This is an optimization exercise on Yosys and OpenROAD, whose aim is small area, a short achievable clock period and few clock cycles per item, not a production implementation. In this exercise RTL edits were held to simulation tests only and were not proved equivalent to the original. No activity file was given, so power comes from the tool's default toggle rates.

**flow/config.mk**
```make
export PLATFORM = sky130hd
export DESIGN_NAME = zxt_scan
export DESIGN_NICKNAME = zxt_scan
export VERILOG_FILES = /design/flow/design.v
export SDC_FILE = /design/flow/constraint.sdc
export NUM_CORES = 4
export LEC_CHECK = 0
export CAP_MARGIN = 20
export CORE_MARGIN = 2
export CORE_UTILIZATION = 40
export SLEW_MARGIN = 20
```
**flow/constraint.sdc**
```tcl
create_clock -name core_clock -period 50.0 [get_ports {clk}]
set_input_delay 10.0000 -clock core_clock [delete_from_list [all_inputs] [get_ports {clk}]]
set_output_delay 10.0000 -clock core_clock [all_outputs]
set_load 0.01 [all_outputs]
```
**flow/design.v**
```verilog
module zxt_scan #(
    parameter BUF_WORDS = 4096
) (
    input             clk,
    input             rst,             
    input             cmd_valid,
    output            cmd_ready,
    input      [31:0] cmd_count,
    input             in_valid,
    output            in_ready,
    input      [31:0] in_data,
    output reg        done,
    output reg        err,
    output reg  [1:0] err_code,        
    output     [31:0] high_count,
    output     [31:0] transitions,
    output     [31:0] pulse_width0,
    output     [31:0] pulse_width1,
    output     [31:0] pulse_count0,
    output     [31:0] pulse_count1,
    output     [31:0] total_samples,
    output reg        probe_active,
    output     [31:0] probe_index
);
    localparam CW = $clog2(32 * BUF_WORDS + 1);
    localparam WW = $clog2(BUF_WORDS + 1);
    localparam ERR_EMPTY_BUFFER     = 2'd1;
    localparam ERR_WORD_COUNT_RANGE = 2'd3;
    reg          busy;
    reg [WW-1:0] words_left;
    reg [WW-1:0] word_idx;
    reg [WW-1:0] n_latched;
    reg          last_state;
    reg [CW-1:0] run_length;
    reg [CW-1:0] acc_high;
    reg [CW-1:0] acc_trans;
    reg [CW-1:0] acc_pw0, acc_pw1;
    reg [CW-1:0] acc_pc0, acc_pc1;
    reg          acc_active;
    reg [CW-1:0] acc_pidx;
    reg [CW-1:0] res_high, res_trans;
    reg [CW-1:0] res_pw0, res_pw1, res_pc0, res_pc1;
    reg [CW-1:0] res_total, res_pidx;
    assign cmd_ready = !busy;
    assign in_ready  = busy;
    assign high_count    = {{(32-CW){1'b0}}, res_high};
    assign transitions   = {{(32-CW){1'b0}}, res_trans};
    assign pulse_width0  = {{(32-CW){1'b0}}, res_pw0};
    assign pulse_width1  = {{(32-CW){1'b0}}, res_pw1};
    assign pulse_count0  = {{(32-CW){1'b0}}, res_pc0};
    assign pulse_count1  = {{(32-CW){1'b0}}, res_pc1};
    assign total_samples = {{(32-CW){1'b0}}, res_total};
    assign probe_index   = {{(32-CW){1'b0}}, res_pidx};
    wire cmd_fire   = cmd_valid && cmd_ready;
    wire word_fire  = in_valid && in_ready;
    wire first_word = (word_idx == {WW{1'b0}});
    wire last_word  = (words_left == {{(WW-1){1'b0}}, 1'b1});
    reg          nx_last;
    reg [CW-1:0] nx_run;
    reg [CW-1:0] nx_high, nx_trans;
    reg [CW-1:0] nx_pw0, nx_pw1, nx_pc0, nx_pc1;
    reg          nx_active;
    reg [CW-1:0] nx_pidx;
    reg [CW-1:0] word_base;
    integer      b;
    always @* begin
        word_base = {{(CW-WW){1'b0}}, word_idx} << 5;
        nx_last   = first_word ? in_data[0] : last_state;
        nx_run    = first_word ? {CW{1'b0}} : run_length;
        nx_high   = first_word ? {CW{1'b0}} : acc_high;
        nx_trans  = first_word ? {CW{1'b0}} : acc_trans;
        nx_pw0    = first_word ? {CW{1'b0}} : acc_pw0;
        nx_pw1    = first_word ? {CW{1'b0}} : acc_pw1;
        nx_pc0    = first_word ? {CW{1'b0}} : acc_pc0;
        nx_pc1    = first_word ? {CW{1'b0}} : acc_pc1;
        nx_active = first_word ? 1'b0       : acc_active;
        nx_pidx   = first_word ? {CW{1'b0}} : acc_pidx;
        for (b = 0; b < 32; b = b + 1) begin
            if (in_data[b])
                nx_high = nx_high + 1'b1;
            if (in_data[b] != nx_last) begin
                nx_trans = nx_trans + 1'b1;
                if (nx_last) begin
                    nx_pw1 = nx_pw1 + nx_run;
                    nx_pc1 = nx_pc1 + 1'b1;
                end else begin
                    nx_pw0 = nx_pw0 + nx_run;
                    nx_pc0 = nx_pc0 + 1'b1;
                end
                if (!nx_active) begin
                    nx_active = 1'b1;
                    nx_pidx   = word_base | b[CW-1:0];
                end
                nx_run  = {{(CW-1){1'b0}}, 1'b1};
                nx_last = in_data[b];
            end else begin
                nx_run = nx_run + 1'b1;
            end
        end
    end
    wire [CW-1:0] fin_pw0 = nx_last ? nx_pw0 : nx_pw0 + nx_run;
    wire [CW-1:0] fin_pw1 = nx_last ? nx_pw1 + nx_run : nx_pw1;
    wire [CW-1:0] fin_pc0 = nx_last ? nx_pc0 : nx_pc0 + 1'b1;
    wire [CW-1:0] fin_pc1 = nx_last ? nx_pc1 + 1'b1 : nx_pc1;
    always @(posedge clk) begin
        if (rst) begin
            busy         <= 1'b0;
            words_left   <= {WW{1'b0}};
            word_idx     <= {WW{1'b0}};
            n_latched    <= {WW{1'b0}};
            last_state   <= 1'b0;
            run_length   <= {CW{1'b0}};
            acc_high     <= {CW{1'b0}};
            acc_trans    <= {CW{1'b0}};
            acc_pw0      <= {CW{1'b0}};
            acc_pw1      <= {CW{1'b0}};
            acc_pc0      <= {CW{1'b0}};
            acc_pc1      <= {CW{1'b0}};
            acc_active   <= 1'b0;
            acc_pidx     <= {CW{1'b0}};
            done         <= 1'b0;
            err          <= 1'b0;
            err_code     <= 2'd0;
            res_high     <= {CW{1'b0}};
            res_trans    <= {CW{1'b0}};
            res_pw0      <= {CW{1'b0}};
            res_pw1      <= {CW{1'b0}};
            res_pc0      <= {CW{1'b0}};
            res_pc1      <= {CW{1'b0}};
            res_total    <= {CW{1'b0}};
            probe_active <= 1'b0;
            res_pidx     <= {CW{1'b0}};
        end else begin
            done <= 1'b0;
            if (cmd_fire) begin
                if (cmd_count == 32'd0) begin
                    done     <= 1'b1;
                    err      <= 1'b1;
                    err_code <= ERR_EMPTY_BUFFER;
                end else if (cmd_count > BUF_WORDS) begin
                    done     <= 1'b1;
                    err      <= 1'b1;
                    err_code <= ERR_WORD_COUNT_RANGE;
                end else begin
                    busy       <= 1'b1;
                    words_left <= cmd_count[WW-1:0];
                    n_latched  <= cmd_count[WW-1:0];
                    word_idx   <= {WW{1'b0}};
                end
            end
            if (word_fire) begin
                last_state <= nx_last;
                run_length <= nx_run;
                acc_high   <= nx_high;
                acc_trans  <= nx_trans;
                acc_pw0    <= nx_pw0;
                acc_pw1    <= nx_pw1;
                acc_pc0    <= nx_pc0;
                acc_pc1    <= nx_pc1;
                acc_active <= nx_active;
                acc_pidx   <= nx_pidx;
                words_left <= words_left - 1'b1;
                word_idx   <= word_idx + 1'b1;
                if (last_word) begin
                    busy         <= 1'b0;
                    done         <= 1'b1;
                    err          <= 1'b0;
                    err_code     <= 2'd0;
                    res_high     <= nx_high;
                    res_trans    <= nx_trans;
                    res_pw0      <= fin_pw0;
                    res_pw1      <= fin_pw1;
                    res_pc0      <= fin_pc0;
                    res_pc1      <= fin_pc1;
                    res_total    <= {n_latched, 5'd0};
                    probe_active <= nx_active;
                    res_pidx     <= nx_pidx;
                end
            end
        end
    end
endmodule
```
**flow/run.sh**
```bash
#!/bin/bash
# synth_recipe.tcl (not shown) runs the flow's synth.tcl, then flattens the netlist and writes it again
# the make line also repeats each setting of config.mk as NAME=value (left out here)
make -C /OpenROAD-flow-scripts/flow DESIGN_CONFIG=/design/flow/config.mk WORK_HOME=/design/flow/orfs CLKGATE_MAP_FILE= SYNTH_SCRIPT=/design/flow/synth_recipe.tcl finish
```
==> impl_metrics.ini <==
[floorplan]
dieArea_sq_um = 334700
die_h_um = 578.6
io_pins = 331
start_util = 0.4027
rows = 210
dieWidth_um = 578.6
core_sq_um = 327900

[setup_path]
r2r_start = word_idx[0]$_SDFFE_PP0P_
r2r_cells = 189
required_ns = 50.50
critPathMaxFanout = 28
startpoint_type = input pin
crit_cells = 183
max_stage_delay_ns = 0.70
crit_slowest_cell = a21o_1
path_delay_family = compound AO/OA/AOI/OAI gates
end_kind = flip-flop
crit_arrival_ns = 43.52
rrSetupSlack_ns = 15.41
crit_type = in2reg
reg2reg_to = res_pw1[17]$_SDFFE_PP0P_
crit_start = in_data[0]
crit_buf_inv = 35
critPathCapture = res_pw1[17]$_SDFFE_PP0P_

[yosys]
synth-seq-cells = 330
ys.flop_type = dfxtp_1
synth-edff-count = 0
ys_types = 140
syn_inst = 19740
yosys_warnings = 1
synthesis.area_sq_um = 132100
async_flop_share = 0
seq_area_frac_synth = 0.05003
syn_avg_cell_area_sq_um = 6.689

[timing]
report.final.setup_viol = 0
fin_crit_sh = 0.8604
tns_ns = 0
drv_slew = 0
fmax_ghz = 0.02325
rsz0062_at_grt = no
maxSlewHeadroom = 0.2220
worst_slew_pin_slew_ns = 1.163
finalHoldViolCount = 0
fin_skew_ns = 0.04310
post-route-min-period_ns = 43.02

[global_routing]
antenna_found_initial = 26
grt_pass1_wl_um = 705400
grt_usage = 0.2640
grt_max_degree = 168
grt_pass1_vias = 122500
gr-total-overflow = 0

[finish]
stdcell_area_sq_um = 140000
area_delta_synth_final_pct = 6.005
drive_above_1_share = 0.04102
fill_cells = 34690
final_cell_mix = xnor2_1, nor2_1, nand2_1
layout_commonest_cell = xnor2_1
finalNetCount = 21080
fin_util = 0.4269

[power_and_ir_drop]
p_comb_frac = 0.945
leakagePower_nw = 56.25
p_int_mw = 4.031
p_seq_frac = 0.026
vdd_drop_max_mv = 0.4388
power_density_nw_per_um2 = 72.87
power.total_mw = 10.20
swShare = 0.6048
p_switching_mw = 6.169
clock_power_share = 0.029

[placement]
port_buffers = 213
gp_congestion = 0.9696
hpwl_um = 387900
dpl-instance-area_sq_um = 138700

[drt]
routed_wl_um = 461400
wl_per_cell_um = 19.24
drt_iter0_drc = 11070
first_pass_iters = 7
route.detailed.drc = 0
via_per_inst = 5.608
via_count = 134500
antenna_left = 0

[min_path]
hp-class = reg2reg

[clock_tree]
numCtsBuffers = 36
clk_path_buf_depth = 3
cts_tree = built
cts_resized = 0
cts_hold_buf = 0
clkLatencyLatePin_ns = 0.61
cts_max_level = 2
clk_pin_slew_ns = 0.07
clock-sinks = 330
root_buffer = clkbuf_16
cts_setup_buffers = 0

[run_status]
status = finished clean

[job]
maxCapViolations = 0
-- cells by family after synthesis --
kind of cell             count (synthesis)  share of synthesized area
AO/OA/AOI/OAI                         4946                     0.2335
XOR/XNOR                              3357                     0.2277
adder cells (fa/ha/maj)               1439                     0.1395
buffers and inverters                 2376                    0.07118
flip-flops                             330                    0.05003
multiplexers                           292                    0.02408
other                                    1                 0.00002840
AND/OR/NAND/NOR                       7001                     0.2539
-- metal layers --
metal,part of all wire,track usage
met1,0.46,0.3681
met2,0.44,0.4280
met3,0.065,0.02316
met4,0.034,0.08004
met5,0.00031,0
-- cells in the mapped netlist, types with 166 or more instances --
cell type  instances  area share
a21o_1           168      0.0096
a21oi_1         1944       0.074
and2_1           271       0.013
and3_1           219       0.010
clkbuf_1         507       0.014
dfxtp_1          330       0.050
ha_1            1352        0.13
inv_1           1642       0.047
mux2_2           166       0.014
nand2_1         2013       0.057
nand3_1          510       0.019
nand4_1          178      0.0084
nor2_1          2121       0.060
nor3_1           421       0.016
nor4_1           170      0.0081
o21ai_0          829       0.031
o21bai_1         828       0.047
or3_1            186      0.0088
xnor2_1         2415        0.16
xor2_1           887       0.059
-- per-stage QoR --
step	std cells	hold WS (ns)	worst slack [ns]
after floorplan	19860	0.4317	11.54
after global placement	23910	0.4395	7.478
after detailed placement	23910	0.4446	6.957
after CTS	23970	0.4515	7.481
after global routing	23970	0.4736	4.357
final	23980	0.4507	6.982
-- state kept, by name, summed over array words and instances, names as in the netlist, 2 cells and up --
register    flops
acc_high       18
acc_pc0        18
acc_pc1        18
acc_pidx       18
acc_pw0        18
acc_pw1        18
acc_trans      18
err_code        2
n_latched      13
res_high       18
res_pc0        18
res_pc1        18
res_pidx       18
res_pw0        18
res_pw1        18
res_total      13
res_trans      18
run_length     18
word_idx       13
words_left     13
-- power groups by stage --
| stage | Sequential (mW) | Combinational [mW] | Clock, mW |
|---|---|---|---|
| 2_1_floorplan | 0.269 | 7.27 | 0 |
| 4_1_cts | 0.263 | 9.53 | 0.301 |
| 3_3_place_gp | 0.269 | 9.33 | 0 |
| 3_5_place_dp | 0.269 | 9.49 | 0 |
| 6_report | 0.263 | 9.64 | 0.297 |
| 5_1_grt | 0.263 | 10.6 | 0.309 |
-- cell type report --
cell class	instances	area, sq um	area share
diodes	9	22.52	0.0001609
clock buffers	44	1013	0.007240
clock inverters	21	230.2	0.001645
inverters	1672	6276	0.04483
multi-input cells	17150	116800	0.8343
flip-flops and latches	330	6606	0.04719
well taps	4346	5438	0.03885
repair buffers	406	3611	0.02580
-- worst min path at each step --
stage          depth (start not counted)                        end                 startpoint
2_1_floorplan                          2   acc_pw1[16]$_SDFFE_PP0P_   acc_pw1[16]$_SDFFE_PP0P_
3_3_place_gp                           2  res_total[6]$_SDFFE_PP0P_  res_total[6]$_SDFFE_PP0P_
6_report                               2  res_total[6]$_SDFFE_PP0P_  res_total[6]$_SDFFE_PP0P_
5_1_grt                                2  n_latched[5]$_SDFFE_PP0P_  n_latched[5]$_SDFFE_PP0P_
3_5_place_dp                           2  res_total[6]$_SDFFE_PP0P_  res_total[6]$_SDFFE_PP0P_
4_1_cts                                2  res_total[6]$_SDFFE_PP0P_  res_total[6]$_SDFFE_PP0P_
-- tightest hold or removal path, stage by stage (launching register included) --
cell and delay [ns]:
dfxtp_1 0.31, nand2_1 0.05, a21oi_1 0.05
Testbench counts, summed over its fixed seeds: cycles 46,020, items 45,636.

## afterwards: timing with drivers on the ports
The flow's constraints put no driver on any port. The routed layout listed below was extracted and timed again, unchanged, in two steps.
Step 1 sets driving cells, clkbuf_16 on the clock port and buf_2 on the other inputs (assumed; they add their load-dependent delay and slew).
Step 2 times the ports against the registers' clock, not the clock port: input delays grow and output delays shrink by t, the midpoint of the rising clock arrivals with the driver on.
a / b / c = no drivers / after step 1 / after step 2; a / b = the first two.
t, ns: 0.677
slack for setup (ns): 6.982 / 7.044 / 6.367
hold WS [ns]: 0.451 / 0.451 / 0.451
After both steps this run still meets setup and hold. For this run, drivers alone change the setup slack by +0.062 ns; drivers and shift together by -0.615 ns.
